Context: an optimization exercise on an open-source flow, tuned for small area. The choices shown serve that exercise and are no tape-out recipe. RTL that was checked went through simulation tests only; none was proved equivalent to the original. For runs 1 and 2, only the layout was checked, not whether the RTL still works. No activity file was given, so power comes from the tool's default toggle rates.

### flow/constraint.sdc
create_clock -name core_clock -period 10.0 [get_ports {clk}]
set_input_delay 2.0000 -clock core_clock [delete_from_list [all_inputs] [get_ports {clk}]]
set_output_delay 2.0000 -clock core_clock [all_outputs]
set_load 0.01 [all_outputs]
### flow/design.v
module necir_core #(
    parameter [7:0] DEV_ADDR       = 8'h00,
    parameter [7:0] CMD_POWER_ON   = 8'h08,
    parameter [7:0] CMD_POWER_OFF  = 8'h09,
    parameter [7:0] CMD_MODE_COOL  = 8'h30,
    parameter [7:0] CMD_MODE_HEAT  = 8'h31,
    parameter [7:0] CMD_MODE_FAN   = 8'h32,
    parameter [7:0] CMD_MODE_DRY   = 8'h33,
    parameter [7:0] CMD_MODE_AUTO  = 8'h34,
    parameter [7:0] TEMP_BASE      = 8'h10,
    parameter [7:0] CMD_FAN_LOW    = 8'h40,
    parameter [7:0] CMD_FAN_MEDIUM = 8'h41,
    parameter [7:0] CMD_FAN_HIGH   = 8'h42,
    parameter [7:0] CMD_FAN_AUTO   = 8'h43
) (
    input             clk,
    input             rst_n,        
    input             soft_rst,     
    input             bus_req,
    input             bus_we,
    input      [1:0]  bus_size,     
    input      [11:0] bus_addr,
    input      [31:0] bus_wdata,
    output            bus_ack,
    output            bus_err,
    output reg [31:0] bus_rdata,
    output reg        tx_call,      
    output            tx_send,      
    output     [15:0] tx_freq,
    output     [15:0] tx_duty,
    output            tx_pvalid,    
    output     [15:0] tx_pdata,
    input             tx_pready,
    input             tx_rvalid,
    input             tx_rerr,
    input      [7:0]  tx_rcode
);
    localparam [15:0] T_HDR_MARK   = 16'd9000;
    localparam [15:0] T_HDR_SPACE  = 16'd4500;
    localparam [15:0] T_BIT_MARK   = 16'd560;
    localparam [15:0] T_ONE_SPACE  = 16'd1690;
    localparam [15:0] T_ZERO_SPACE = 16'd560;
    localparam [15:0] T_STOP_MARK  = 16'd560;
    localparam [15:0] CARRIER_HZ   = 16'd38000;
    localparam [15:0] CARRIER_DUTY = 16'd500;
    localparam [2:0] ERR_NONE     = 3'h0;
    localparam [2:0] ERR_RANGE    = 3'h1;
    localparam [2:0] ERR_ENUM     = 3'h2;
    localparam [2:0] ERR_ILLEGAL  = 3'h3;
    localparam [2:0] ERR_NO_FRAME = 3'h4;
    localparam [2:0] ERR_HARDWARE = 3'h5;
    localparam [1:0] TX_IDLE     = 2'd0;
    localparam [1:0] TX_WAIT_ON  = 2'd1;
    localparam [1:0] TX_WAIT_SND = 2'd2;
    localparam [1:0] TX_WAIT_OFF = 2'd3;
    localparam        NENT     = 71;
    localparam [6:0]  E_PAIR   = 7'd67;
    localparam [6:0]  E_RXR    = 7'd68;
    localparam [6:0]  E_CMD_LO = 7'd69;
    localparam [6:0]  E_CMD_HI = 7'd70;
    localparam [1:0] PH_IDLE = 2'd0;
    localparam [1:0] PH_P1OK = 2'd1;
    localparam [1:0] PH_FIN  = 2'd2;
    localparam [1:0] PH_BAD  = 2'd3;
    reg        frame_ready;
    reg        carrier_on;
    reg        drain;
    reg [1:0]  txstate;
    reg [2:0]  err;
    reg [16*NENT-1:0] ring;       
    reg [6:0]  ptr;
    reg        zflag;             
    reg        pair_valid;
    reg [31:0] rxword;
    reg        rx_fmt, rx_aok, rx_cok;
    reg        hw_rec;            
    reg [7:0]  hw_code;
    reg [1:0]  hw_step;
    reg [1:0]  ph;
    reg [6:0]  send_idx;
    wire        busy   = (txstate != TX_IDLE);
    wire [15:0] head   = ring[15:0];
    wire [15:0] head1  = ring[31:16];
    wire        p_end  = (ptr == E_CMD_HI);
    wire        in_pul = (ptr < 7'd67);
    assign tx_send   = (txstate == TX_WAIT_SND);
    wire st_on = (txstate == TX_WAIT_ON);
    genvar gi;
    generate
        for (gi = 0; gi < 16; gi = gi + 1) begin : g_carrier
            assign tx_freq[gi] = CARRIER_HZ[gi]   ? st_on : tx_send;
            assign tx_duty[gi] = CARRIER_DUTY[gi] ? st_on : tx_send;
        end
    endgenerate
    assign tx_pvalid = tx_send & in_pul & (ptr == send_idx);
    assign tx_pdata  = head;
    wire        aligned   = (bus_size == 2'd2) && (bus_addr[1:0] == 2'b00);
    wire        is_reg    = (bus_addr < 12'h020);
    wire        is_pulse  = (bus_addr >= 12'h100) && (bus_addr <= 12'h208);
    wire        acc_ok    = aligned & (is_reg | is_pulse);
    wire [2:0]  ra        = bus_addr[4:2];
    reg  [6:0]  tgt;
    reg         in_ring;
    always @(*) begin
        tgt     = {~bus_addr[8], bus_addr[7:2]};               
        in_ring = 1'b1;
        if (is_reg) begin
            case (ra)
                3'd0:       tgt = E_CMD_LO;
                3'd2, 3'd3: tgt = E_PAIR;
                3'd5:       tgt = E_RXR;
                default:    in_ring = 1'b0;
            endcase
        end
    end
    wire        hit       = (ptr == tgt) & ~zflag;
    wire        rd        = bus_req & acc_ok & ~bus_we;
    wire        wr        = bus_req & acc_ok & bus_we & ~busy;
    wire        wr_cmd    = wr & is_reg & (ra == 3'd0);
    wire        wr_rxword = wr & is_reg & (ra == 3'd4);
    wire        wr_pulse  = wr & is_pulse & hit;
    wire [7:0] op  = bus_wdata[31:24];
    wire [7:0] rsv = bus_wdata[23:16];
    wire [7:0] opa = bus_wdata[15:8];
    wire [7:0] opb = bus_wdata[7:0];
    wire illegal = (op == 8'h00) || (op > 8'h08) || (rsv != 8'h00) ||
                   ((op != 8'h05) && (opa != 8'h00)) ||
                   ((op == 8'h01) && (opb[7:1] != 7'h00)) ||
                   ((op >= 8'h06) && (opb != 8'h00));
    reg [7:0] enc_addr;
    reg [7:0] enc_cmd;
    reg [2:0] enc_err;
    always @(*) begin
        enc_addr = DEV_ADDR;
        enc_cmd  = 8'h00;
        enc_err  = ERR_NONE;
        case (op)
            8'h01: enc_cmd = opb[0] ? CMD_POWER_ON : CMD_POWER_OFF;
            8'h02: case (opb)
                       8'd0: enc_cmd = CMD_MODE_COOL;
                       8'd1: enc_cmd = CMD_MODE_HEAT;
                       8'd2: enc_cmd = CMD_MODE_FAN;
                       8'd3: enc_cmd = CMD_MODE_DRY;
                       8'd4: enc_cmd = CMD_MODE_AUTO;
                       default: enc_err = ERR_ENUM;
                   endcase
            8'h03: begin
                       if ($signed(opb) < 16 || $signed(opb) > 30)
                           enc_err = ERR_RANGE;
                       else
                           enc_cmd = TEMP_BASE + (opb - 8'd16);
                   end
            8'h04: case (opb)
                       8'd0: enc_cmd = CMD_FAN_LOW;
                       8'd1: enc_cmd = CMD_FAN_MEDIUM;
                       8'd2: enc_cmd = CMD_FAN_HIGH;
                       8'd3: enc_cmd = CMD_FAN_AUTO;
                       default: enc_err = ERR_ENUM;
                   endcase
            8'h05: begin
                       enc_addr = opa;
                       enc_cmd  = opb;
                   end
            default: ;
        endcase
    end
    wire is_encode = (op >= 8'h01) && (op <= 8'h05);
    wire emit_op   = !illegal && is_encode && (enc_err == ERR_NONE);
    wire vwrd_op   = !illegal && (op == 8'h06);
    wire vpul_op   = !illegal && (op == 8'h07);
    wire [4:0]  emit_n    = ptr[5:1] - 5'd1;
    wire        emit_bit  = (emit_n[4] ? enc_cmd[emit_n[2:0]] : enc_addr[emit_n[2:0]]) ^ emit_n[3];
    reg  [15:0] emit_val;
    always @(*) begin
        if (ptr == 7'd0)
            emit_val = T_HDR_MARK;
        else if (ptr == 7'd1)
            emit_val = T_HDR_SPACE;
        else if (ptr[0] && emit_bit)
            emit_val = T_ONE_SPACE;
        else
            emit_val = T_BIT_MARK;
    end
    wire head_one = (head == T_ONE_SPACE);
    reg  head_ok;
    always @(*) begin
        if (ptr == 7'd0)
            head_ok = (head == T_HDR_MARK);
        else if (ptr == 7'd1)
            head_ok = (head == T_HDR_SPACE);
        else if (ptr[0])
            head_ok = (head == T_ZERO_SPACE) || head_one;
        else
            head_ok = (head == T_BIT_MARK);
    end
    wire long_op = emit_op | vpul_op;
    wire start   = (ph == PH_IDLE) & ~zflag & (long_op ? (ptr == 7'd0) : (ptr == E_PAIR));
    reg  [1:0] eph;                         
    always @(*) begin
        eph = ph;
        if (ph == PH_IDLE)
            eph = start ? (vpul_op ? PH_P1OK : PH_FIN) : PH_IDLE;
        if (!wr_cmd)
            eph = PH_IDLE;
    end
    wire fin      = (eph == PH_FIN);
    wire tail     = fin | (eph == PH_BAD);   
    wire cmd_done = tail & p_end;
    wire rxw_addr_ok = ((rxword[7:0] ^ rxword[15:8]) == 8'hFF);
    wire rxw_cmd_ok  = ((rxword[23:16] ^ rxword[31:24]) == 8'hFF);
    wire rx_good     = vwrd_op | fin;       
    assign bus_err = ~acc_ok;
    assign bus_ack = bus_req & (~acc_ok |
                                (~bus_we & (~in_ring | hit)) |
                                (wr & (is_pulse ? hit : (ra != 3'd0) | cmd_done)));
    always @(*) begin
        bus_rdata = 32'h0;
        if (~is_reg) begin
            bus_rdata = {16'h0, head};
        end else begin
            case (ra)
                3'd0: bus_rdata = {head1, head};
                3'd1: bus_rdata = {20'h0, 1'b0, err, 2'b00, txstate, drain, carrier_on, frame_ready, busy};
                3'd2: bus_rdata = {15'h0, pair_valid, head};
                3'd3: bus_rdata = {~head[15:8], head[15:8], ~head[7:0], head[7:0]} & {32{pair_valid}};
                3'd4: bus_rdata = rxword;
                3'd5: bus_rdata = {12'h0, rx_aok & rx_cok, rx_fmt, rx_cok, rx_aok, head};
                3'd6: bus_rdata = {22'h0, hw_step, hw_code} & {32{hw_rec & ~busy}};
                3'd7: bus_rdata = {CARRIER_DUTY, CARRIER_HZ};
            endcase
        end
    end
    wire s_wlo  = ~zflag & (wr_pulse | (tail & (ptr == E_CMD_LO)));
    wire s_whi  = ~zflag & cmd_done;
    wire s_emit = ~zflag & fin & emit_op & in_pul;
    wire s_pair = ~zflag & fin & emit_op & (ptr == E_PAIR);
    wire s_rx   = ~zflag & tail & (vwrd_op | vpul_op) & (ptr == E_RXR);
    wire s_head = ~zflag & ~(s_wlo | s_whi | s_emit | s_pair | s_rx);
    wire [15:0] ins = ({16{s_head}} & head) |
                      ({16{s_wlo}}  & bus_wdata[15:0]) |
                      ({16{s_whi}}  & bus_wdata[31:16]) |
                      ({16{s_emit}} & emit_val) |
                      ({16{s_pair}} & {enc_cmd, enc_addr}) |
                      ({16{s_rx & rx_good}} & {rxword[23:16], rxword[7:0]});
    always @(posedge clk)
        ring <= {ins, ring[16*NENT-1:16]};
    wire rxw_clr  = ~rst_n | soft_rst;
    wire rxw_shift = fin & vpul_op & ptr[0] & (ptr != 7'd1) & in_pul;
    wire rxw_load = ~rxw_clr & wr_rxword;
    wire rxw_sh   = ~rxw_clr & rxw_shift;
    wire rxw_keep = ~rxw_clr & ~wr_rxword & ~rxw_shift;
    always @(posedge clk)
        rxword <= ({32{rxw_load}} & bus_wdata) |
                  ({32{rxw_sh}}   & {head_one, rxword[31:1]}) |
                  ({32{rxw_keep}} & rxword);
    wire rec_now = tx_rvalid & tx_rerr & ~drain & ~hw_rec;
    always @(posedge clk) begin
        if (rec_now) begin
            hw_code <= tx_rcode;
            hw_step <= txstate;
        end
        if (tx_pvalid & tx_pready)
            send_idx <= send_idx + 7'd1;
        if (tx_rvalid && txstate == TX_WAIT_ON)
            send_idx <= 7'd0;
    end
    always @(posedge clk) begin
        if (!rst_n) begin
            tx_call     <= 1'b0;
            frame_ready <= 1'b0;
            carrier_on  <= 1'b0;
            drain       <= 1'b0;
            txstate     <= TX_IDLE;
            err         <= ERR_NONE;
            ptr         <= 7'd0;
            zflag       <= 1'b1;
            pair_valid  <= 1'b0;
            rx_fmt      <= 1'b0;
            rx_aok      <= 1'b0;
            rx_cok      <= 1'b0;
            hw_rec      <= 1'b0;
            ph          <= PH_IDLE;
        end else begin
            tx_call <= 1'b0;
            ptr     <= p_end ? 7'd0 : ptr + 7'd1;
            if (p_end)
                zflag <= 1'b0;
            if (bus_ack)
                ph <= PH_IDLE;
            else if (eph == PH_P1OK)
                ph <= (in_pul & ~head_ok) ? PH_BAD : p_end ? PH_FIN : PH_P1OK;
            else
                ph <= eph;
            if (wr_pulse)
                frame_ready <= 1'b0;
            if (wr_cmd && cmd_done) begin
                if (illegal) begin
                    err <= ERR_ILLEGAL;
                end else if (is_encode) begin
                    err <= enc_err;
                    if (emit_op) begin
                        pair_valid  <= 1'b1;
                        frame_ready <= 1'b1;
                    end
                end else if (vwrd_op || vpul_op) begin
                    rx_fmt <= rx_good;
                    rx_aok <= rx_good & rxw_addr_ok;
                    rx_cok <= rx_good & rxw_cmd_ok;
                    err    <= ERR_NONE;
                end else begin
                    if (!frame_ready) begin
                        err <= ERR_NO_FRAME;
                    end else begin
                        err        <= ERR_NONE;
                        hw_rec     <= 1'b0;
                        carrier_on <= 1'b1;
                        txstate    <= TX_WAIT_ON;
                        tx_call    <= 1'b1;
                    end
                end
            end
            if (tx_rvalid && busy) begin
                if (rec_now)
                    hw_rec <= 1'b1;
                case (txstate)
                    TX_WAIT_ON: begin
                        tx_call <= 1'b1;
                        if (!tx_rerr && !drain)
                            txstate <= TX_WAIT_SND;
                        else
                            txstate <= TX_WAIT_OFF;
                    end
                    TX_WAIT_SND: begin
                        txstate <= TX_WAIT_OFF;
                        tx_call <= 1'b1;
                    end
                    default: begin  
                        if (!tx_rerr)
                            carrier_on <= 1'b0;
                        if (!drain)
                            err <= (hw_rec | rec_now) ? ERR_HARDWARE : ERR_NONE;
                        drain   <= 1'b0;
                        txstate <= TX_IDLE;
                    end
                endcase
            end
            if (soft_rst) begin
                frame_ready <= 1'b0;
                err         <= ERR_NONE;
                ptr         <= 7'd0;
                zflag       <= 1'b1;
                pair_valid  <= 1'b0;
                rx_fmt      <= 1'b0;
                rx_aok      <= 1'b0;
                rx_cok      <= 1'b0;
                hw_rec      <= 1'b0;
                if (busy)
                    drain   <= 1'b1;
            end
        end
    end
endmodule
### flow/flow/run.sh
#!/bin/bash
# Standard ORFS layout; CTS with one clock buffer size, larger sink clusters and no dummy
# loads; the smallest buffer on the ports. Output goes to standard.log.
set -euo pipefail
export CTS_ARGS="-sink_clustering_enable -repair_clock_nets -dont_use_dummy_load -buf_list {sky130_fd_sc_hd__clkbuf_8} -sink_clustering_size 20 -sink_clustering_max_diameter 50"
export BUFFER_PORTS_ARGS="-buffer_cell sky130_fd_sc_hd__buf_1"
bash standard.sh > standard.log 2>&1
### flow/config.mk
export PLATFORM = sky130hd
export DESIGN_NAME = necir_core
export DESIGN_NICKNAME = necir_core
export VERILOG_FILES = /design/flow/design.v
export SDC_FILE = /design/flow/constraint.sdc
export NUM_CORES = 4
export LEC_CHECK = 0
export CAP_MARGIN = 20
export CORE_MARGIN = 2
export CORE_UTILIZATION = 60
export SLEW_MARGIN = 20
### flow/standard.sh
#!/bin/bash
# synth_recipe.tcl (not shown) runs the flow's synth.tcl, then flattens the netlist and writes it again
# the make line also repeats each setting of config.mk as NAME=value (left out here)
make -C /OpenROAD-flow-scripts/flow DESIGN_CONFIG=/design/flow/config.mk WORK_HOME=/design/flow/orfs CLKGATE_MAP_FILE= SYNTH_SCRIPT=/design/flow/synth_recipe.tcl "${@:-finish}"
==> results of run 1 <==
-- layout make-up --
cell class | count | area (um^2) | share of cell area (%)
sequential | 1209 | 24300 | 77.61
multi-input combinational | 703 | 4443 | 14.19
clock buffer | 78 | 1074 | 3.428
tap | 622 | 778.2 | 2.485
timing repair buffer | 161 | 660.6 | 2.110
inverter | 15 | 56.30 | 0.1798
-- cells by family (layout without fill, tap and decap cells) --
logic type,Yosys count,in the layout,synth area share [%]
adders and majority gates,11,11,0.4686
DFF,1209,1209,82.75
buffers and inverters,120,254,2.237
muxes,13,13,0.4644
and+or+nand+nor,350,350,6.071
xor gates and xnor gates,44,44,1.312
AOI/OAI and AO/OA,285,285,6.693
-- power by group through the flow --
stage,Combinational (mW),Clock [mW],Sequential (mW)
CTS,0.0894,2.06,4.83
detailed placement,0.0889,0,4.94
floorplan,0.0459,0,4.93
finish,0.0923,1.99,4.83
global placement,0.0886,0,4.94
global route,0.0972,2.21,4.83
-- path summary, 6_finish.rpt --
check                                       start            endpoint  cells past startpoint
worst max-delay path                bus_wdata[25]             bus_ack                     10
worst min-delay path            ring[306]$_DFF_P_   ring[290]$_DFF_P_                      0
worst max register to register  ptr[3]$_SDFF_PP0_  ring[1130]$_DFF_P_                      9
worst min register to register  ring[306]$_DFF_P_   ring[290]$_DFF_P_                      0
-- cells in the final DEF, fill, tap and decap left out, types with 9 or more instances in the layout --
cell      netlist  final
nor3_1         25     25
xor2_1         10     10
xnor2_1        34     34
buf_1           8    146
a22oi_1        42     42
edfxtp_1       10     10
a222oi_1        9      9
nor2b_1        10     10
clkbuf_8        0     78
o211ai_1       11     11
nor2_1         66     65
ha_1           11     11
nor4_1         14     14
nand3_1        30     30
o211a_1        12     12
inv_1          14     14
buf_4          49     15
nand2_1       115    115
nand2b_1       12     11
a221oi_1       11     11
a21oi_1        69     69
o21ai_0        57     57
dfxtp_1      1199   1199
mux2i_1        11     11
nand4_1        13     13
-- flip-flops by register name, summed over array words and instances, names as in the netlist, 2 cells and up --
signal / cells
err: 3
hw_code: 8
hw_step: 2
ph: 2
ptr: 7
ring: 1136
rxword: 32
send_idx: 7
txstate: 2
-- metal layers --
metal	vias to the layer above	part of all wire, %	global-route usage (%)
li1	6978	-	-
met1	7120	44	32.16
met2	640	42	33.38
met3	127	11	8.892
met4	4	3.0	8.481
met5	-	0.14	1.075
==> summary.txt, run 1 <==
YOSYS
----------------------------------------------------------------------------------------
Number of enable flip-flop cells after synthesis                                      10
Total nets after synthesis                                                          2105
Mean Syn Cell Area                                                            14.45 um^2
Prevailing post-synth register cell                                              dfxtp_1
Mapped cell area                                                            0.02937 mm^2
Share of the synthesized area in the top cell type                                81.73%
Yosys warnings                                                                         1
Share of async-settable or async-resettable flops after synthesis                     0%
Biggest area contributors in the synthesized netlist                        dfxtp_1 (82%), nand2_1 (1.5%), buf_4 (1.3%)
Area leader, netlist                                                             dfxtp_1
Gate Count Post-Synth                                                               2032
Count of cell types in the netlist                                                    81
Ranking of synthesized cells by instance count                              dfxtp_1 (1199), nand2_1 (115), a21oi_1 (69), nor2_1 (66), o21ai_0 (57)
Post-synthesis sequential area ratio                                              82.75%
Cell with the most instances after synthesis                                     dfxtp_1
Number of synthesized register bits                                                 1209

ROUTE
----------------------------------------------------------------------------------------
Number of search-and-repair iterations in the first detailed-routing pass              6
Wire length after detailed routing                                              59150 um
Post-DR wirelength/cell                                                         21.21 um
Number of nets with antenna violations after routing                                   0
DRC violations left                                                                    0
Number of vias in the routed layout                                                14870
Number of vias per cell                                                            5.333
DRT iter0 DRCs                                                                      1271

PWR
----------------------------------------------------------------------------------------
Leak pwr                                                                        11.82 nW
Part of the power in combinational logic                                            1.3%
Share of power burned in the clock network                                         28.8%
Internal Dissipation                                                            5.550 mW
Worst vdd rail ir drop                                                       0.0001499 V
Share of total power consumed by net switching                                    19.70%
Switching power                                                                 1.362 mW
Pwr Total                                                                       6.912 mW
Power per Cell Area                                                         220.7 mW/mm^2
Sequential fraction of design power                                                69.8%

CRITICAL PATH
----------------------------------------------------------------------------------------
Arrival time worst endpoint                                                      5.42 ns
Largest fanout on the critical path                                                   14
Startpoint-to-endpoint class of the critical path                           input pin to output port
Largest stage delay on the critical path                                         0.57 ns
Worst EP required                                                                8.00 ns
CP most frequent cell                                                              buf_1
Startpoint type of the worst setup path                                        input pin
Critical-path cell list                                                     buf_1 -> or3b_1 -> a2111oi_0 -> o211a_2 -> o2111a_1 -> o22ai_2 -> nor3_2 -> o211ai_1 -> a21boi_0 -> buf_1
Slack of the worst reg-to-reg path                                               5.62 ns
Master of the slowest instance on the critical path                            a2111oi_0
Kind of cell adding the most delay to the critical path                     compound AO/OA/AOI/OAI gates
Critical Path End Type                                                       output port
Number of buffer and inverter instances along the worst setup path                     2

TIMING
----------------------------------------------------------------------------------------
Final setup violation count                                                            0
Final slew viol count                                                                  0
Part of the cycle the worst path needs                                            74.25%
Normalized max-slew margin                                                        26.27%
Worst Tran Pin Value                                                            1.098 ns
Max Freq                                                                       134.7 MHz
TNS Setup                                                                           0 ns
Period minus WS final                                                           7.425 ns
Endpoints failing hold                                                                 0
Unrepaired setup endpoints after global routing                                       no
Post-route worst hold slack                                                    0.2385 ns
Worst clock skew                                                               0.1127 ns
Final setup slack of the worst path                                             2.575 ns

CTS
----------------------------------------------------------------------------------------
Total number of clock tree sinks                                                    1209
Clock-pin slew on the worst setup and hold paths                                 0.10 ns
TritonCTS clock tree                                                                 yes
CTS root buffer                                                                 clkbuf_8
Inserted Clock Buffers                                                                78
Maximum clock insertion buffer count                                                   3
Count of H-tree levels built during CTS                                                3
Clock latency on the worst-skew pair                                             0.68 ns
Post-cts resize count                                                                  0
Post-CTS Hold Fix Bufs                                                                 0
Buffers inserted during post-CTS setup optimization                                    0

CELLS AND AREA
----------------------------------------------------------------------------------------
Fill cells                                                                          3424
Layout Nets                                                                         2241
Share of final-layout standard cells stronger than drive strength 1               5.448%
Post-route standard cell area excluding fillers                             0.03132 mm^2
Ant. Diodes                                                                            0
Final cell utilization of the core                                                64.37%
Final cell count without fillers                                                    2788
Synth-to-layout area growth                                                       6.629%

DIE
----------------------------------------------------------------------------------------
Number of standard-cell rows in the floorplan                                         81
Die area                                                                    0.05073 mm^2
# IOs                                                                                147
Core region area                                                            0.04865 mm^2
Width of the die                                                                225.2 um
Die Y-Extent                                                                    225.2 um
Initial cell density of the core                                                  60.37%

GLOBAL ROUTING
----------------------------------------------------------------------------------------
Wire length of the first global-routing pass                                    86730 um
Number of global-route vias before repair                                          14360
GR Overflow Total                                                                      0
Largest net degree at the start of global routing                                     38
Initial antenna violation count                                                        1
Total global-route track usage                                                    23.29%

HOLD PATH
----------------------------------------------------------------------------------------
Worst hold path class                                                       flop to flop

PLACE
----------------------------------------------------------------------------------------
Placement-stage worst setup slack                                               2.590 ns
Placed cell area                                                            0.03023 mm^2
Half-perimeter wire length after placement                                      40480 um
Weighted congestion at the end of routability-driven global placement             0.8936
# placed instances                                                                  2710
Number of I/O port buffers                                                           146

OUTCOME
----------------------------------------------------------------------------------------
Outcome                                                                     finished clean

FLOW RUN
----------------------------------------------------------------------------------------
Max Cap Violations                                                                     0

==> run 2, diff against run 1 <==
--- a/flow/design.v
+++ b/flow/design.v
@@ -158,18 +158,19 @@
                        default: enc_err = ERR_ENUM;
                    endcase
             8'h05: begin
-                       enc_addr = opa;
+                       enc_addr = 8'h00;       
                        enc_cmd  = opb;
                    end
             default: ;
         endcase
     end
+    wire [7:0] pair_a = enc_addr | opa;
     wire is_encode = (op >= 8'h01) && (op <= 8'h05);
     wire emit_op   = !illegal && is_encode && (enc_err == ERR_NONE);
     wire vwrd_op   = !illegal && (op == 8'h06);
     wire vpul_op   = !illegal && (op == 8'h07);
     wire [4:0]  emit_n    = ptr[5:1] - 5'd1;
-    wire        emit_bit  = (emit_n[4] ? enc_cmd[emit_n[2:0]] : enc_addr[emit_n[2:0]]) ^ emit_n[3];
+    wire        emit_bit  = (emit_n[4] ? enc_cmd[emit_n[2:0]] : pair_a[emit_n[2:0]]) ^ emit_n[3];
     reg  [15:0] emit_val;
     always @(*) begin
         if (ptr == 7'd0)
@@ -213,22 +214,28 @@
     assign bus_ack = bus_req & (~acc_ok |
                                 (~bus_we & (~in_ring | hit)) |
                                 (wr & (is_pulse ? hit : (ra != 3'd0) | cmd_done)));
+    wire r_head  = ~is_reg | (ra == 3'd0) | (ra == 3'd2) | (ra == 3'd5);    
+    wire r_fw    = is_reg & (ra == 3'd3);
+    wire r_cmd   = is_reg & (ra == 3'd0);
+    wire r_stat  = is_reg & (ra == 3'd1);
+    wire r_pair  = is_reg & (ra == 3'd2);
+    wire r_rxw   = is_reg & (ra == 3'd4);
+    wire r_rxr   = is_reg & (ra == 3'd5);
+    wire r_hw    = is_reg & (ra == 3'd6) & hw_rec & ~busy;
+    wire r_car   = is_reg & (ra == 3'd7);
+    wire r_fwinv = r_fw & pair_valid;
+    wire [31:0] status = {20'h0, 1'b0, err, 2'b00, txstate, drain, carrier_on, frame_ready, busy};
     always @(*) begin
-        bus_rdata = 32'h0;
-        if (~is_reg) begin
-            bus_rdata = {16'h0, head};
-        end else begin
-            case (ra)
-                3'd0: bus_rdata = {head1, head};
-                3'd1: bus_rdata = {20'h0, 1'b0, err, 2'b00, txstate, drain, carrier_on, frame_ready, busy};
-                3'd2: bus_rdata = {15'h0, pair_valid, head};
-                3'd3: bus_rdata = {~head[15:8], head[15:8], ~head[7:0], head[7:0]} & {32{pair_valid}};
-                3'd4: bus_rdata = rxword;
-                3'd5: bus_rdata = {12'h0, rx_aok & rx_cok, rx_fmt, rx_cok, rx_aok, head};
-                3'd6: bus_rdata = {22'h0, hw_step, hw_code} & {32{hw_rec & ~busy}};
-                3'd7: bus_rdata = {CARRIER_DUTY, CARRIER_HZ};
-            endcase
-        end
+        bus_rdata = ({32{r_rxw}}  & rxword) |
+                    ({32{r_stat}} & status) |
+                    ({32{r_hw}}   & {22'h0, hw_step, hw_code}) |
+                    ({32{r_car}}  & {CARRIER_DUTY, CARRIER_HZ}) |
+                    ({32{r_cmd}}  & {head1, 16'h0}) |
+                    ({32{r_pair}} & {15'h0, pair_valid, 16'h0}) |
+                    ({32{r_rxr}}  & {12'h0, rx_aok & rx_cok, rx_fmt, rx_cok, rx_aok, 16'h0}) |
+                    ({32{r_head}} & {16'h0, head}) |
+                    ({32{r_fw}}   & {8'h0, head[15:8], 8'h0, head[7:0]}) |
+                    ({32{r_fwinv}} & {~head[15:8], 8'h0, ~head[7:0], 8'h0});
     end
     wire s_wlo  = ~zflag & (wr_pulse | (tail & (ptr == E_CMD_LO)));
     wire s_whi  = ~zflag & cmd_done;
@@ -240,7 +247,7 @@
                       ({16{s_wlo}}  & bus_wdata[15:0]) |
                       ({16{s_whi}}  & bus_wdata[31:16]) |
                       ({16{s_emit}} & emit_val) |
-                      ({16{s_pair}} & {enc_cmd, enc_addr}) |
+                      ({16{s_pair}} & {enc_cmd, pair_a}) |
                       ({16{s_rx & rx_good}} & {rxword[23:16], rxword[7:0]});
     always @(posedge clk)
         ring <= {ins, ring[16*NENT-1:16]};
==> run 2 against run 1 <==
Sequential power barely moved. Synthesized cell count rose by 0.94%. Hold slack improved by 0.013 ns. Non-clock buffer count fell by 3. Combinational power fell by 14%. Via count shrank 0.12%. Clock-buffer cell count rose by 1. Setup slack better by 0.073 ns. Utilization hardly changed. Global-route usage down 0.82 points. Critical path type unchanged. Largest cell class unchanged.
==> summary.txt, run 2 <==
TIMING
----------------------------------------------------------------------------------------
Final setup violation count                                                            0
Part of the cycle the worst path needs                                            73.52%
Final slew viol count                                                                  0
Period minus WS final                                                           7.352 ns
Worst clock skew                                                              0.08331 ns
Unrepaired setup endpoints after global routing                                       no
Post-route worst hold slack                                                    0.2511 ns
Normalized max-slew margin                                                        30.25%
TNS Setup                                                                           0 ns
Endpoints failing hold                                                                 0
Max Freq                                                                       136.0 MHz
Worst Tran Pin Value                                                            1.046 ns
Final setup slack of the worst path                                             2.648 ns

CTS
----------------------------------------------------------------------------------------
Maximum clock insertion buffer count                                                   3
Post-cts resize count                                                                  0
Post-CTS Hold Fix Bufs                                                                 0
Count of H-tree levels built during CTS                                                3
Total number of clock tree sinks                                                    1209
TritonCTS clock tree                                                                 yes
Inserted Clock Buffers                                                                79
CTS root buffer                                                                 clkbuf_8
Clock latency on the worst-skew pair                                             0.67 ns
Buffers inserted during post-CTS setup optimization                                    0
Clock-pin slew on the worst setup and hold paths                                 0.10 ns

YOSYS
----------------------------------------------------------------------------------------
Ranking of synthesized cells by instance count                              dfxtp_1 (1199), nand2_1 (137), a21oi_1 (67), nor2_1 (67), buf_4 (49)
Mapped cell area                                                            0.02941 mm^2
Biggest area contributors in the synthesized netlist                        dfxtp_1 (82%), nand2_1 (1.7%), buf_4 (1.3%)
Gate Count Post-Synth                                                               2051
Share of the synthesized area in the top cell type                                81.62%
Post-synthesis sequential area ratio                                              82.64%
Yosys warnings                                                                         1
Cell with the most instances after synthesis                                     dfxtp_1
Share of async-settable or async-resettable flops after synthesis                     0%
Total nets after synthesis                                                          2124
Area leader, netlist                                                             dfxtp_1
Count of cell types in the netlist                                                    79
Number of enable flip-flop cells after synthesis                                      10
Prevailing post-synth register cell                                              dfxtp_1
Number of synthesized register bits                                                 1209
Mean Syn Cell Area                                                            14.34 um^2

DIE
----------------------------------------------------------------------------------------
Core region area                                                            0.04865 mm^2
Width of the die                                                                225.4 um
Initial cell density of the core                                                  60.45%
# IOs                                                                                147
Die Y-Extent                                                                    225.4 um
Number of standard-cell rows in the floorplan                                         81
Die area                                                                    0.05080 mm^2

ROUTE
----------------------------------------------------------------------------------------
Wire length after detailed routing                                              56830 um
Post-DR wirelength/cell                                                         20.24 um
DRC violations left                                                                    0
DRT iter0 DRCs                                                                      1517
Number of vias in the routed layout                                                14850
Number of vias per cell                                                            5.289
Number of search-and-repair iterations in the first detailed-routing pass              9
Number of nets with antenna violations after routing                                   0

PWR
----------------------------------------------------------------------------------------
Sequential fraction of design power                                                69.9%
Switching power                                                                 1.347 mW
Part of the power in combinational logic                                            1.1%
Share of total power consumed by net switching                                    19.51%
Internal Dissipation                                                            5.555 mW
Worst vdd rail ir drop                                                       0.0001881 V
Share of power burned in the clock network                                         29.0%
Leak pwr                                                                        11.99 nW
Power per Cell Area                                                         220.3 mW/mm^2

CELLS AND AREA
----------------------------------------------------------------------------------------
Layout Nets                                                                         2258
Commonest non-fill, non-tap cells in the layout                             dfxtp_1 (1199), buf_1 (146), nand2_1 (137), clkbuf_8 (79)
Largest register FFs                                                                1136
Share of final-layout standard cells stronger than drive strength 1               5.268%
Storage element area                                                        0.02430 mm^2
Most common cell after layout, fill and taps aside                               dfxtp_1
Fill cells                                                                          3431
Footprint of the multi-input gates                                          0.004425 mm^2
Most flop-heavy register                                                            ring
Largest registers                                                           ring (1136), rxword (32), hw_code (8)
Synth-to-layout area growth                                                       6.565%

CRITICAL PATH
----------------------------------------------------------------------------------------
Kind of cell adding the most delay to the critical path                     compound AO/OA/AOI/OAI gates
Startpoint-to-endpoint class of the critical path                           input pin to output port
Largest fanout on the critical path                                                   15
Largest stage delay on the critical path                                         0.52 ns
Startpoint type of the worst setup path                                        input pin
Critical Path End Type                                                       output port
First element of the critical path                                          bus_wdata[26]
Master of the slowest instance on the critical path                                buf_1
Number of buffer and inverter instances along the worst setup path                     2
Arrival time worst endpoint                                                      5.35 ns
R2r startpoint                                                              ptr[0]$_SDFF_PP0_
Worst EP required                                                                8.00 ns
Critical-path cell list                                                     buf_1 -> nor2b_1 -> nand3_1 -> a32oi_2 -> and3_4 -> nand3_1 -> a311o_1 -> a2111o_1 -> a21boi_1 -> buf_1

PLACE
----------------------------------------------------------------------------------------
Weighted congestion at the end of routability-driven global placement             0.9502
Placement-stage worst setup slack                                               2.738 ns
Half-perimeter wire length after placement                                      38480 um
Number of I/O port buffers                                                           146

OUTCOME
----------------------------------------------------------------------------------------
Outcome                                                                     finished clean

GLOBAL ROUTING
----------------------------------------------------------------------------------------
Number of global-route vias before repair                                          14290
GR Overflow Total                                                                      0
Total global-route track usage                                                    22.47%
Initial antenna violation count                                                        9
Wire length of the first global-routing pass                                    85040 um
Largest net degree at the start of global routing                                     38

FLOW RUN
----------------------------------------------------------------------------------------
Max Cap Violations                                                                     0

HOLD PATH
----------------------------------------------------------------------------------------
Worst hold path class                                                       flop to flop
Hold Path Origin                                                            ring[656]$_DFF_P_

run 2: cell count changes in the layout (fill, tap and decap cells not counted), moves of 11 or more:
| cell | change |
|---|---|
| inv_1 | +11 |
| o211a_1 | -11 |
| o21ai_0 | -22 |
| xnor2_1 | -18 |
| xor2_1 | +16 |
| nand2_1 | +22 |
run 2: metal layers:
metal	up-vias	part of all wire (%)	track usage, %
li1	7043	-	-
met5	-	0.13	0
met2	626	40	31.07
met3	127	10	7.549
met1	7045	47	33.05
met4	10	2.9	7.541
run 2: stage by stage:
stage	total power, mW	util [%]	cell area (um^2)	instances
detailed placement	5.011	62.15	30230	2726
global route	7.136	64.41	31340	2807
finish	6.902	64.42	31340	2808
floorplan	4.974	-	29410	2051
global placement	5.011	62.15	30230	2726
CTS	6.973	64.39	31320	2805
run 2: final cells by class:
| class | instances | area share (%) |
|---|---|---|
| tap | 622 | 2.483 |
| sequential | 1209 | 77.55 |
| antenna | 3 | 0.02396 |
| inverter | 26 | 0.3114 |
| clock buffer | 79 | 3.470 |
| multi-input combinational | 711 | 14.12 |
| timing repair buffer | 158 | 2.036 |
run 2: cell families after synthesis:
family	Yosys count	synth area share, %
compound gates	266	6.399
xor+xnor	42	1.251
fa+ha+maj	11	0.4680
buf+inv	131	2.353
flops	1209	82.64
mux	13	0.4936
simple gates	379	6.391
run 2: worst paths after layout:
path                         to  slack, ns  cells past startpoint
min           ring[640]$_DFF_P_       0.25                      0
max reg2reg  ring[1130]$_DFF_P_       5.37                     11
max                     bus_ack       2.65                     10
min reg2reg   ring[640]$_DFF_P_       0.25                      0
run 2: power groups by stage:
stage          sequential (mW)  combinational (mW)  clock, mW
2_1_floorplan             4.93              0.0406          0
3_3_place_gp              4.93              0.0757          0
3_5_place_dp              4.93              0.0766          0
4_1_cts                   4.82              0.0769       2.07
5_1_grt                   4.83              0.0846       2.23
6_report                  4.82              0.0790       2.00
run 2: worst register-to-register path: cells and delay by family, from the launching register on:
kind	cells	cell delay, ns
AND/OR/NAND/NOR	5	1.68
buffers and inverters	1	0.34
flip-flops	1	0.52
AO/OA/AOI/OAI	4	1.64
adder cells (fa/ha/maj)	1	0.28
==> run 3, diff against run 2 <==
--- a/flow/design.v
+++ b/flow/design.v
@@ -158,19 +158,18 @@
                        default: enc_err = ERR_ENUM;
                    endcase
             8'h05: begin
-                       enc_addr = 8'h00;       
+                       enc_addr = opa;
                        enc_cmd  = opb;
                    end
             default: ;
         endcase
     end
-    wire [7:0] pair_a = enc_addr | opa;
     wire is_encode = (op >= 8'h01) && (op <= 8'h05);
     wire emit_op   = !illegal && is_encode && (enc_err == ERR_NONE);
     wire vwrd_op   = !illegal && (op == 8'h06);
     wire vpul_op   = !illegal && (op == 8'h07);
     wire [4:0]  emit_n    = ptr[5:1] - 5'd1;
-    wire        emit_bit  = (emit_n[4] ? enc_cmd[emit_n[2:0]] : pair_a[emit_n[2:0]]) ^ emit_n[3];
+    wire        emit_bit  = (emit_n[4] ? enc_cmd[emit_n[2:0]] : enc_addr[emit_n[2:0]]) ^ emit_n[3];
     reg  [15:0] emit_val;
     always @(*) begin
         if (ptr == 7'd0)
@@ -247,7 +246,7 @@
                       ({16{s_wlo}}  & bus_wdata[15:0]) |
                       ({16{s_whi}}  & bus_wdata[31:16]) |
                       ({16{s_emit}} & emit_val) |
-                      ({16{s_pair}} & {enc_cmd, pair_a}) |
+                      ({16{s_pair}} & {enc_cmd, enc_addr}) |
                       ({16{s_rx & rx_good}} & {rxword[23:16], rxword[7:0]});
     always @(posedge clk)
         ring <= {ins, ring[16*NENT-1:16]};
==> run 3 against run 2 <==
Cell area is 0.83% lower. Clock-buffer cell count is 1 lower. Final cell count is 2.6% lower. Utilization is 0.53 points higher. Synthesized cell count is 3.5% lower. Clock skew is 0.0018 ns lower. Combinational power is 8.5% lower. Global-route usage is 0.87 points lower.
==> summary.txt, run 3 <==
GLOBAL ROUTING
----------------------------------------------------------------------------------------
Number of global-route vias before repair                                          13750
Total global-route track usage                                                    21.60%
GR Overflow Total                                                                      0
Initial antenna violation count                                                        5
Largest net degree at the start of global routing                                     33
Wire length of the first global-routing pass                                    81730 um

CTS
----------------------------------------------------------------------------------------
Inserted Clock Buffers                                                                78
Total number of clock tree sinks                                                    1209
Clock-pin slew on the worst setup and hold paths                                 0.11 ns
Count of H-tree levels built during CTS                                                3
Buffers inserted during post-CTS setup optimization                                    0
Post-CTS Hold Fix Bufs                                                                 0
Post-cts resize count                                                                  0
TritonCTS clock tree                                                                 yes
Clock latency on the worst-skew pair                                             0.66 ns
Maximum clock insertion buffer count                                                   3
CTS root buffer                                                                 clkbuf_8

CRITICAL PATH
----------------------------------------------------------------------------------------
Slack of the worst reg-to-reg path                                               5.78 ns
Worst EP required                                                                8.00 ns
Master of the slowest instance on the critical path                               nor3_1
Startpoint type of the worst setup path                                        input pin
Largest fanout on the critical path                                                   12
Critical-path cell list                                                     buf_1 -> nor3_1 -> xor2_1 -> a211oi_2 -> a31oi_1 -> nand3b_4 -> or3_1 -> a211oi_2 -> o41a_4 -> buf_1
Largest stage delay on the critical path                                         0.56 ns
Arrival time worst endpoint                                                      5.07 ns
Critical Path End Type                                                       output port
Startpoint-to-endpoint class of the critical path                           input pin to output port

ROUTE
----------------------------------------------------------------------------------------
DRC violations left                                                                    0
Number of vias per cell                                                            5.212
Number of search-and-repair iterations in the first detailed-routing pass              8
Wire length after detailed routing                                              53720 um
DRT iter0 DRCs                                                                      1127
Post-DR wirelength/cell                                                         19.65 um
Number of nets with antenna violations after routing                                   0
Number of vias in the routed layout                                                14250

PWR
----------------------------------------------------------------------------------------
Power per Cell Area                                                         221.9 mW/mm^2
Leak pwr                                                                        11.97 nW
Sequential fraction of design power                                                70.0%
Share of total power consumed by net switching                                    19.56%
Share of power burned in the clock network                                         29.0%
Internal Dissipation                                                            5.547 mW
Worst vdd rail ir drop                                                       0.0001683 V
Switching power                                                                 1.349 mW
Part of the power in combinational logic                                            1.0%

DIE
----------------------------------------------------------------------------------------
Initial cell density of the core                                                  60.92%
Width of the die                                                                224.4 um
Die Y-Extent                                                                    224.4 um
Die area                                                                    0.05036 mm^2
# IOs                                                                                147
Number of standard-cell rows in the floorplan                                         80
Core region area                                                            0.04785 mm^2

TIMING
----------------------------------------------------------------------------------------
Endpoints failing hold                                                                 0
Unrepaired setup endpoints after global routing                                       no
Worst Tran Pin Value                                                            1.134 ns
Normalized max-slew margin                                                        24.15%
Worst clock skew                                                              0.08155 ns
Final setup violation count                                                            0
Max Freq                                                                       141.4 MHz
TNS Setup                                                                           0 ns
Period minus WS final                                                           7.071 ns
Final slew viol count                                                                  0
Part of the cycle the worst path needs                                            70.71%

YOSYS
----------------------------------------------------------------------------------------
Mean Syn Cell Area                                                            14.72 um^2
Cell with the most instances after synthesis                                     dfxtp_1
Area leader, netlist                                                             dfxtp_1
Number of enable flip-flop cells after synthesis                                      10
Mapped cell area                                                            0.02915 mm^2
Prevailing post-synth register cell                                              dfxtp_1
Share of the synthesized area in the top cell type                                82.35%
Post-synthesis sequential area ratio                                              83.38%
Number of synthesized register bits                                                 1209
Share of async-settable or async-resettable flops after synthesis                     0%
Biggest area contributors in the synthesized netlist                        dfxtp_1 (82%), nand2_1 (2.0%), a22oi_1 (1.4%)
Count of cell types in the netlist                                                    80
Total nets after synthesis                                                          2053
Gate Count Post-Synth                                                               1980
Yosys warnings                                                                         1
Ranking of synthesized cells by instance count                              dfxtp_1 (1199), nand2_1 (158), a22oi_1 (56), nor2_1 (56), buf_4 (49)

CELLS AND AREA
----------------------------------------------------------------------------------------
Post-route standard cell area excluding fillers                             0.03108 mm^2
Most flop-heavy register                                                            ring
Commonest non-fill, non-tap cells in the layout                             dfxtp_1 (1199), nand2_1 (158), buf_1 (147), clkbuf_8 (78)
Synth-to-layout area growth                                                       6.615%
Most common cell after layout, fill and taps aside                               dfxtp_1
Layout Nets                                                                         2192
Largest register FFs                                                                1136
Share of final-layout standard cells stronger than drive strength 1               5.527%
Largest registers                                                           ring (1136), rxword (32), hw_code (8)

PLACE
----------------------------------------------------------------------------------------
Number of I/O port buffers                                                           146
Placed cell area                                                            0.03000 mm^2
Half-perimeter wire length after placement                                      36890 um
Weighted congestion at the end of routability-driven global placement             0.8802

FLOW RUN
----------------------------------------------------------------------------------------
Max Cap Violations                                                                     0

OUTCOME
----------------------------------------------------------------------------------------
Outcome                                                                     finished clean

HOLD PATH
----------------------------------------------------------------------------------------
Worst hold path class                                                       flop to flop

==> run 3: cell count changes in the layout (fill, tap and decap cells not counted), sizes merged, moves of 7 or more <==
cell | previous run | this run
a22oi | 43 | 56
inv | 26 | 9
xnor2 | 16 | 35
a21oi | 69 | 17
nor2 | 67 | 57
or3 | 5 | 12
nand2 | 137 | 158
xor2 | 26 | 11
nand3 | 39 | 25
==> run 3: routing by layer <==
| metal | part of all wire, % | routed length (um) | vias up | global-route usage [%] |
|---|---|---|---|---|
| met4 | 2.3 | 1244 | 4 | 6.558 |
| met2 | 39 | 20800 | 515 | 28.87 |
| li1 | - | - | 6811 | - |
| met5 | 0.045 | 24 | - | 1.173 |
| met1 | 50 | 26780 | 6828 | 33.95 |
| met3 | 9.1 | 4865 | 92 | 5.669 |
==> run 3: final cells by class <==
class,count,area [um^2]
inverters,9,33.78
fillers,3456,16770
diodes,2,5.005
well taps,615,769.5
clock buffers,78,1074
multi-input cells,664,4264
flip-flops and latches,1209,24300
repair buffers,157,626.9
==> run 3: critical path: cells and delay by family <==
kind	cells	cell delay [ns]
buffers and inverters	2	0.51
AND/OR/NAND/NOR	3	1.30
AO/OA/AOI/OAI	4	1.01
XOR/XNOR	1	0.23
==> run 3: logic make-up after synthesis <==
| group | count (synthesis) | share of synthesized area, % |
|---|---|---|
| multiplexers | 15 | 0.5280 |
| adder cells (fa/ha/maj) | 11 | 0.4722 |
| buffers and inverters | 107 | 2.052 |
| XOR/XNOR | 46 | 1.382 |
| flip-flops | 1209 | 83.38 |
| AND/OR/NAND/NOR | 387 | 6.782 |
| AO/OA/AOI/OAI | 205 | 5.404 |
==> run 3: path summary, 6_finish.rpt <==
check	start	to	depth (start not counted)
worst max-delay path	bus_wdata[24]	bus_ack	10
worst min register to register	ring[584]$_DFF_P_	ring[568]$_DFF_P_	0
worst min-delay path	ring[584]$_DFF_P_	ring[568]$_DFF_P_	0
worst max register to register	ptr[1]$_SDFF_PP0_	ring[1127]$_DFF_P_	11
==> run 3: stage by stage <==
stage / hold slack [ns] / total power [mW] / util [%] / std cells / worst slack (ns)
5_1_grt: 0.2701 / 7.136 / 64.95 / 2733 / 2.655
2_1_floorplan: 0.3096 / 4.971 / - / 1980 / 3.811
3_5_place_dp: 0.3121 / 5.008 / 62.70 / 2654 / 2.914
4_1_cts: 0.2717 / 6.966 / 64.94 / 2732 / 2.917
6_report: 0.2726 / 6.896 / 64.95 / 2734 / 2.929
3_3_place_gp: 0.3095 / 5.007 / 62.69 / 2653 / 3.044
==> run 3: power groups by stage <==
stage	sequential [mW]	clock, mW	combinational [mW]
after floorplan	4.93	0	0.0368
after global placement	4.94	0	0.0698
after detailed placement	4.94	0	0.0710
after CTS	4.83	2.07	0.0714
after global routing	4.83	2.23	0.0778
final	4.83	2.00	0.0723
==> run 4, diff against run 3 <==
==> flow/flow/run.sh (replaced) <==
#!/bin/bash
# Standard ORFS layout; CTS with one clock buffer size, larger sink clusters and no dummy
# loads; the smallest buffer on the ports. Output goes to standard.log.
set -euo pipefail
export CTS_ARGS="-sink_clustering_enable -repair_clock_nets -dont_use_dummy_load -buf_list {sky130_fd_sc_hd__clkbuf_16} -sink_clustering_size 36 -sink_clustering_max_diameter 55"
export BUFFER_PORTS_ARGS="-buffer_cell sky130_fd_sc_hd__buf_1"
bash standard.sh > standard.log 2>&1
==> run 4 against run 3 <==
Via count shrank 0.97%. Clock power rose by about 10%. Cell area increased by 0.56%. Flip-flop and latch count stayed put. Synthesized area unchanged. Global-route usage barely moved. Highest routed layer unchanged. Clock skew increased by 0.0093 ns. Hold slack lost 0.019 ns. Die area is the same. Clock-buffer cell count fell by 28. Critical path depth unchanged. Critical endpoint unchanged.
==> summary.txt, run 4 <==
HOLD PATH
----------------------------------------------------------------------------------------
Worst hold path class                                                       flop to flop

CELLS AND AREA
----------------------------------------------------------------------------------------
Largest register FFs                                                                1136
Most flop-heavy register                                                            ring
Most common cell after layout, fill and taps aside                               dfxtp_1
Post-route standard cell area excluding fillers                             0.03125 mm^2
Share of final-layout standard cells stronger than drive strength 1               4.260%
Fill cells                                                                          3449
Layout Nets                                                                         2164
Largest registers                                                           ring (1136), rxword (32), hw_code (8)
Synth-to-layout area growth                                                       7.216%
Commonest non-fill, non-tap cells in the layout                             dfxtp_1 (1199), nand2_1 (158), buf_1 (147), nor2_1 (56), a22oi_1 (56)

CRITICAL PATH
----------------------------------------------------------------------------------------
Arrival time worst endpoint                                                      5.07 ns
Critical-path cell list                                                     buf_1 -> nor3_1 -> xor2_1 -> a211oi_2 -> a31oi_1 -> nand3b_4 -> or3_1 -> a211oi_2 -> o41a_4 -> buf_1
Startpoint-to-endpoint class of the critical path                           input pin to output port
Largest fanout on the critical path                                                   12
Worst EP required                                                                8.00 ns
Largest stage delay on the critical path                                         0.56 ns
Critical Path End Type                                                       output port
Master of the slowest instance on the critical path                               nor3_1
Startpoint type of the worst setup path                                        input pin

TIMING
----------------------------------------------------------------------------------------
Period minus WS final                                                           7.072 ns
Unrepaired setup endpoints after global routing                                       no
Worst Tran Pin Value                                                            1.121 ns
Final setup violation count                                                            0
Part of the cycle the worst path needs                                            70.72%
Worst clock skew                                                              0.09082 ns
Final slew viol count                                                                  0
Max Freq                                                                       141.4 MHz
Normalized max-slew margin                                                        24.99%
TNS Setup                                                                           0 ns
Post-route worst hold slack                                                    0.2532 ns
Endpoints failing hold                                                                 0

CTS
----------------------------------------------------------------------------------------
Clock-pin slew on the worst setup and hold paths                                 0.11 ns
Clock latency on the worst-skew pair                                             0.63 ns
Post-CTS Hold Fix Bufs                                                                 0
Inserted Clock Buffers                                                                50
Post-cts resize count                                                                  0
Buffers inserted during post-CTS setup optimization                                    0
Total number of clock tree sinks                                                    1209
Maximum clock insertion buffer count                                                   3
TritonCTS clock tree                                                                 yes
Count of H-tree levels built during CTS                                                2
CTS root buffer                                                                clkbuf_16

DIE
----------------------------------------------------------------------------------------
Initial cell density of the core                                                  60.92%
Width of the die                                                                224.4 um
Die area                                                                    0.05036 mm^2
# IOs                                                                                147
Core region area                                                            0.04785 mm^2
Die Y-Extent                                                                    224.4 um
Number of standard-cell rows in the floorplan                                         80

PLACE
----------------------------------------------------------------------------------------
Placed cell area                                                            0.03000 mm^2
Weighted congestion at the end of routability-driven global placement             0.8802
Number of I/O port buffers                                                           146
Half-perimeter wire length after placement                                      36890 um

FLOW RUN
----------------------------------------------------------------------------------------
Max Cap Violations                                                                     0

GLOBAL ROUTING
----------------------------------------------------------------------------------------
Initial antenna violation count                                                        5
Total global-route track usage                                                    21.64%
Largest net degree at the start of global routing                                     37
Number of global-route vias before repair                                          13640
GR Overflow Total                                                                      0
Wire length of the first global-routing pass                                    82040 um

ROUTE
----------------------------------------------------------------------------------------
DRC violations left                                                                    0
Post-DR wirelength/cell                                                         20.02 um
Wire length after detailed routing                                              54170 um
Number of vias per cell                                                            5.217
DRT iter0 DRCs                                                                      1248
Number of vias in the routed layout                                                14110
Number of search-and-repair iterations in the first detailed-routing pass              7
Number of nets with antenna violations after routing                                   0

PWR
----------------------------------------------------------------------------------------
Sequential fraction of design power                                                68.0%
Internal Dissipation                                                            5.741 mW
Worst vdd rail ir drop                                                       0.0001910 V
Part of the power in combinational logic                                            1.0%
Share of total power consumed by net switching                                    19.15%
Leak pwr                                                                        12.02 nW
Share of power burned in the clock network                                         31.0%
Power per Cell Area                                                         227.2 mW/mm^2
Switching power                                                                 1.360 mW

YOSYS
----------------------------------------------------------------------------------------
Area leader, netlist                                                             dfxtp_1
Prevailing post-synth register cell                                              dfxtp_1
Yosys warnings                                                                         1
Cell with the most instances after synthesis                                     dfxtp_1
Number of synthesized register bits                                                 1209
Post-synthesis sequential area ratio                                              83.38%
Count of cell types in the netlist                                                    80
Ranking of synthesized cells by instance count                              dfxtp_1 (1199), nand2_1 (158), a22oi_1 (56), nor2_1 (56), buf_4 (49)
Total nets after synthesis                                                          2053
Gate Count Post-Synth                                                               1980
Share of async-settable or async-resettable flops after synthesis                     0%
Mean Syn Cell Area                                                            14.72 um^2
Share of the synthesized area in the top cell type                                82.35%
Number of enable flip-flop cells after synthesis                                      10
Mapped cell area                                                            0.02915 mm^2
Biggest area contributors in the synthesized netlist                        dfxtp_1 (82%), nand2_1 (2.0%), a22oi_1 (1.4%)

OUTCOME
----------------------------------------------------------------------------------------
Outcome                                                                     finished clean

run 4: critical path, delay by kind of cell:
| family | cells | cell delay [ns] |
|---|---|---|
| and+or+nand+nor | 3 | 1.31 |
| AOI/OAI and AO/OA | 4 | 1.01 |
| xor gates and xnor gates | 1 | 0.23 |
| buffers and inverters | 2 | 0.51 |
run 4: through the flow:
| step | utilization, % | cells | setup WS, ns | power (mW) |
|---|---|---|---|---|
| 2_1_floorplan | - | 1980 | 3.811 | 4.971 |
| 3_3_place_gp | 62.69 | 2653 | 3.044 | 5.007 |
| 3_5_place_dp | 62.70 | 2654 | 2.914 | 5.008 |
| 4_1_cts | 65.31 | 2704 | 2.917 | 7.158 |
| 5_1_grt | 65.31 | 2704 | 2.655 | 7.314 |
| 6_report | 65.32 | 2705 | 2.928 | 7.101 |
run 4: power by group through the flow:
stage	logic (mW)	clock network, mW	registers (mW)
2_1_floorplan	0.0368	0	4.93
3_3_place_gp	0.0698	0	4.94
3_5_place_dp	0.0710	0	4.94
4_1_cts	0.0713	2.26	4.83
5_1_grt	0.0779	2.41	4.83
6_report	0.0724	2.20	4.83
run 4: layer usage:
layer | GRT usage [%] | vias up | share of wire [%]
met5 | 0 | - | 0.048
met4 | 5.725 | 4 | 1.8
met3 | 5.330 | 77 | 8.9
met2 | 29.78 | 519 | 39
met1 | 33.94 | 6758 | 50
li1 | - | 6754 | -
run 4: worst paths after layout:
| path | slack, ns | start | endpoint | cells past startpoint |
|---|---|---|---|---|
| worst min-delay path | 0.25 | ring[402]$_DFF_P_ | ring[386]$_DFF_P_ | 0 |
| worst max-delay path | 2.93 | bus_wdata[24] | bus_ack | 10 |
| worst min register to register | 0.25 | ring[402]$_DFF_P_ | ring[386]$_DFF_P_ | 0 |
| worst max register to register | 5.77 | ptr[1]$_SDFF_PP0_ | ring[1127]$_DFF_P_ | 11 |
run 4: area by class of cell:
cell class / instances / area [um^2] / share of cell area, %
sequential: 1209 / 24300 / 77.77
multi-input combinational: 664 / 4264 / 13.64
clock buffer: 50 / 1251 / 4.004
tap: 615 / 769.5 / 2.462
timing repair buffer: 157 / 626.9 / 2.006
inverter: 9 / 33.78 / 0.1081
antenna: 1 / 2.502 / 0.008007
run 4: kinds of logic (layout without fill, tap and decap cells):
| logic type | count (synthesis) | in the layout | share of synthesized area [%] |
|---|---|---|---|
| xor gates and xnor gates | 46 | 46 | 1.382 |
| DFF | 1209 | 1209 | 83.38 |
| adders and majority gates | 11 | 11 | 0.4722 |
| other | 0 | 1 | 0 |
| and+or+nand+nor | 387 | 387 | 6.782 |
| AOI/OAI and AO/OA | 205 | 205 | 5.404 |
| muxes | 15 | 15 | 0.5280 |
| buffers and inverters | 107 | 216 | 2.052 |
==> run 5, diff against run 4 <==
==> flow/flow/run.sh (replaced) <==
#!/bin/bash
# Standard ORFS layout; CTS with one clock buffer size, larger sink clusters and no dummy
# loads; the smallest buffer on the ports. Output goes to standard.log.
set -euo pipefail
export CTS_ARGS="-sink_clustering_enable -repair_clock_nets -dont_use_dummy_load -buf_list {sky130_fd_sc_hd__clkbuf_16} -sink_clustering_size 32 -sink_clustering_max_diameter 45"
export BUFFER_PORTS_ARGS="-buffer_cell sky130_fd_sc_hd__buf_1"
bash standard.sh > standard.log 2>&1
==> run 5 against run 4 <==
Sequential share of layout area decreased by 2.1 points. Synthesized cell count stayed put. Still clean on timing, DRC and antenna. Setup slack got worse by 0.021 ns. Hold slack improved by 0.023 ns. Non-clock buffer count unchanged.
==> summary.txt, run 5 <==
OUTCOME
----------------------------------------------------------------------------------------
Outcome                                                                     finished clean

YOSYS
----------------------------------------------------------------------------------------
Proportion of synthesized area in mux cells                                      0.5280%
Mean Syn Cell Area                                                            14.72 um^2
Share of async-settable or async-resettable flops after synthesis                     0%
Biggest area contributors in the synthesized netlist                        dfxtp_1 (82%), nand2_1 (2.0%), a22oi_1 (1.4%)
Share of the synthesized area in the top cell type                                82.35%
Number of enable flip-flop cells after synthesis                                      10
Post-synthesis sequential area ratio                                              83.38%
Area leader, netlist                                                             dfxtp_1
Mapped cell area                                                            0.02915 mm^2
Yosys warnings                                                                         1
Count of cell types in the netlist                                                    80
Xor/xnor cell area share of the yosys netlist                                     1.382%
Ranking of synthesized cells by instance count                              dfxtp_1 (1199), nand2_1 (158), a22oi_1 (56), nor2_1 (56), buf_4 (49)
Cell with the most instances after synthesis                                     dfxtp_1
Prevailing post-synth register cell                                              dfxtp_1
Simple-Gate Fraction of Synth Area                                                6.782%
Post-synthesis compound-gate area fraction                                        5.404%
Number of synthesized register bits                                                 1209
Dominant combinational cell family by area after synthesis                  simple AND/OR/NAND/NOR gates
Gate Count Post-Synth                                                               1980
Total nets after synthesis                                                          2053
Adder-cell share of the synthesized area                                         0.4722%

GLOBAL ROUTING
----------------------------------------------------------------------------------------
Wire length of the first global-routing pass                                    86010 um
Total global-route track usage                                                    22.85%
Initial antenna violation count                                                        4
Largest net degree at the start of global routing                                     33
Number of global-route vias before repair                                          14360
GR Overflow Total                                                                      0

DIE
----------------------------------------------------------------------------------------
Width of the die                                                                224.4 um
Die Y-Extent                                                                    224.4 um
Core region area                                                            0.04785 mm^2
# IOs                                                                                147
Number of standard-cell rows in the floorplan                                         80
Die area                                                                    0.05036 mm^2
Initial cell density of the core                                                  60.92%

ROUTE
----------------------------------------------------------------------------------------
Number of vias per cell                                                            5.274
DRC violations left                                                                    0
Number of search-and-repair iterations in the first detailed-routing pass              8
Post-DR wirelength/cell                                                         20.61 um
Wire length after detailed routing                                              56460 um
Number of vias in the routed layout                                                14450
Number of nets with antenna violations after routing                                   0
DRT iter0 DRCs                                                                      1187

CTS
----------------------------------------------------------------------------------------
Clock latency on the worst-skew pair                                             0.64 ns
Post-cts resize count                                                                  0
Buffers inserted during post-CTS setup optimization                                    0
Count of H-tree levels built during CTS                                                3
Clock-pin slew on the worst setup and hold paths                                 0.08 ns
Inserted Clock Buffers                                                                84
CTS root buffer                                                                clkbuf_16
Post-CTS Hold Fix Bufs                                                                 0
Total number of clock tree sinks                                                    1209
TritonCTS clock tree                                                                 yes
Maximum clock insertion buffer count                                                   3

CRITICAL PATH
----------------------------------------------------------------------------------------
Largest fanout on the critical path                                                   12
R2r worst-path depth                                                                  11
Critical Path End Type                                                       output port
Arrival time worst endpoint                                                      5.09 ns
Slack of the worst reg-to-reg path                                               5.73 ns
Startpoint type of the worst setup path                                        input pin
Startpoint-to-endpoint class of the critical path                           input pin to output port
Worst EP required                                                                8.00 ns

CELLS AND AREA
----------------------------------------------------------------------------------------
Layout Nets                                                                         2198
Most flop-heavy register                                                            ring
Largest register FFs                                                                1136
Storage element area                                                        0.02430 mm^2
Most common cell after layout, fill and taps aside                               dfxtp_1
Share of final-layout standard cells stronger than drive strength 1               5.794%
Final cell utilization of the core                                                67.09%
Post-route standard cell area excluding fillers                             0.03210 mm^2
Final cell count without fillers                                                    2739
Fill cells                                                                          3297
Synth-to-layout area growth                                                       10.13%
Largest registers                                                           ring (1136), rxword (32), hw_code (8)
Commonest non-fill, non-tap cells in the layout                             dfxtp_1 (1199), nand2_1 (158), buf_1 (147), clkbuf_16 (84)
Footprint of the multi-input gates                                          0.004264 mm^2

PLACE
----------------------------------------------------------------------------------------
Placement-stage worst setup slack                                               2.914 ns
# placed instances                                                                  2654
Weighted congestion at the end of routability-driven global placement             0.8802
Half-perimeter wire length after placement                                      36890 um
Number of I/O port buffers                                                           146
Placed cell area                                                            0.03000 mm^2

PWR
----------------------------------------------------------------------------------------
Worst vdd rail ir drop                                                       0.0001989 V
Share of power burned in the clock network                                         37.3%
Internal Dissipation                                                            6.326 mW
Part of the power in combinational logic                                            0.9%
Share of total power consumed by net switching                                    19.05%
Sequential fraction of design power                                                61.8%
Switching power                                                                 1.489 mW
Leak pwr                                                                        12.44 nW
Power per Cell Area                                                         243.4 mW/mm^2
Pwr Total                                                                       7.815 mW

TIMING
----------------------------------------------------------------------------------------
Worst clock skew                                                              0.08009 ns
Normalized max-slew margin                                                        21.99%
Unrepaired setup endpoints after global routing                                       no
Final setup slack of the worst path                                             2.907 ns
Period minus WS final                                                           7.093 ns
Final slew viol count                                                                  0
Post-route worst hold slack                                                    0.2760 ns
Max Freq                                                                       141.0 MHz
Endpoints failing hold                                                                 0
Part of the cycle the worst path needs                                            70.93%
Final setup violation count                                                            0
TNS Setup                                                                           0 ns
Worst Tran Pin Value                                                            1.166 ns

FLOW RUN
----------------------------------------------------------------------------------------
Max Cap Violations                                                                     0

HOLD PATH
----------------------------------------------------------------------------------------
Hold depth                                                                             0
Worst hold path class                                                       flop to flop

-- run 5: cell counts after synthesis --
No cell type changed its count.
-- run 5: final timing paths --
check | startpoint | to
max | bus_wdata[24] | bus_ack
min | ring[449]$_DFF_P_ | ring[433]$_DFF_P_
max reg2reg | ptr[1]$_SDFF_PP0_ | ring[1127]$_DFF_P_
min reg2reg | ring[449]$_DFF_P_ | ring[433]$_DFF_P_
-- run 5: power by group through the flow --
stage	logic, mW	clock network (mW)	registers [mW]
finish	0.0723	2.91	4.83
global route	0.0779	3.15	4.83
CTS	0.0713	2.99	4.83
detailed placement	0.0710	0	4.94
global placement	0.0698	0	4.94
floorplan	0.0368	0	4.93
-- run 5: cells by family (layout without fill, tap and decap cells) --
| family | Yosys count | count (layout) |
|---|---|---|
| flops | 1209 | 1209 |
| simple gates | 387 | 387 |
| compound gates | 205 | 205 |
| buf+inv | 107 | 250 |
| xor+xnor | 46 | 46 |
| mux | 15 | 15 |
| fa+ha+maj | 11 | 11 |
| other cells | 0 | 1 |
-- run 5: layer usage --
metal  vias up  part of all wire [%]  global-route usage, %
met1      6993                    48                  34.20
met3        97                   8.7                  6.362
met2       516                    41                  32.55
li1       6835                     -                      -
met4         4                   2.0                  6.537
met5         -                 0.046                      0
-- run 5: final cells by class --
class,instances,area share [%]
Clock buffer,84,6.548
Tap cell,615,2.397
Inverter,9,0.1052
Sequential cell,1209,75.71
Timing Repair Buffer,157,1.953
Multi-Input combinational cell,664,13.28
Antenna cell,1,0.007795
-- run 5: worst max-delay path, cell delays in order --
cell	delay [ns]
buf_1	0.34
nor3_1	0.57
xor2_1	0.23
a211oi_2	0.38
a31oi_1	0.16
nand3b_4	0.19
or3_1	0.55
a211oi_2	0.29
o41a_4	0.18
buf_1	0.19

[re-timing with driven ports]
In the flow no input, the clock included, has a driving cell. The finished layouts below were timed again as built, in two steps. Step 1 sets driving cells, clkbuf_16 on the clock port and buf_2 on the other inputs (assumed; they add their load-dependent delay and slew). Step 2 also shifts input and output timing later by t, the mid clock arrival at the registers, as if the neighbouring blocks saw the same clock. a / b / c = ideal ports / drivers / drivers and shift; a / b = the first two.
| run | shift t [ns] | setup WS [ns] | worst setup path at the end | clock arrival spread, ns | pins driven straight from the clock port |
|---|---|---|---|---|---|
| run 1 | 0.682 | 2.575 / 2.550 / 2.550 | input to output | 0.129 / 0.129 | 1 |
| run 2 | 0.673 | 2.648 / 2.618 / 2.618 | input to output | 0.110 / 0.110 | 1 |
| run 3 | 0.683 | 2.929 / 2.910 / 2.910 | input to output | 0.092 / 0.092 | 1 |
| run 4 | 0.648 | 2.928 / 2.909 / 2.909 | input to output | 0.099 / 0.100 | 1 |
| run 5 | 0.654 | 2.907 / 2.888 / 2.888 | input to output | 0.081 / 0.081 | 1 |
After both steps every run listed still meets setup and hold. For run 2, which loses most, drivers alone change the setup slack by -0.030 ns; drivers and shift together by -0.030 ns.
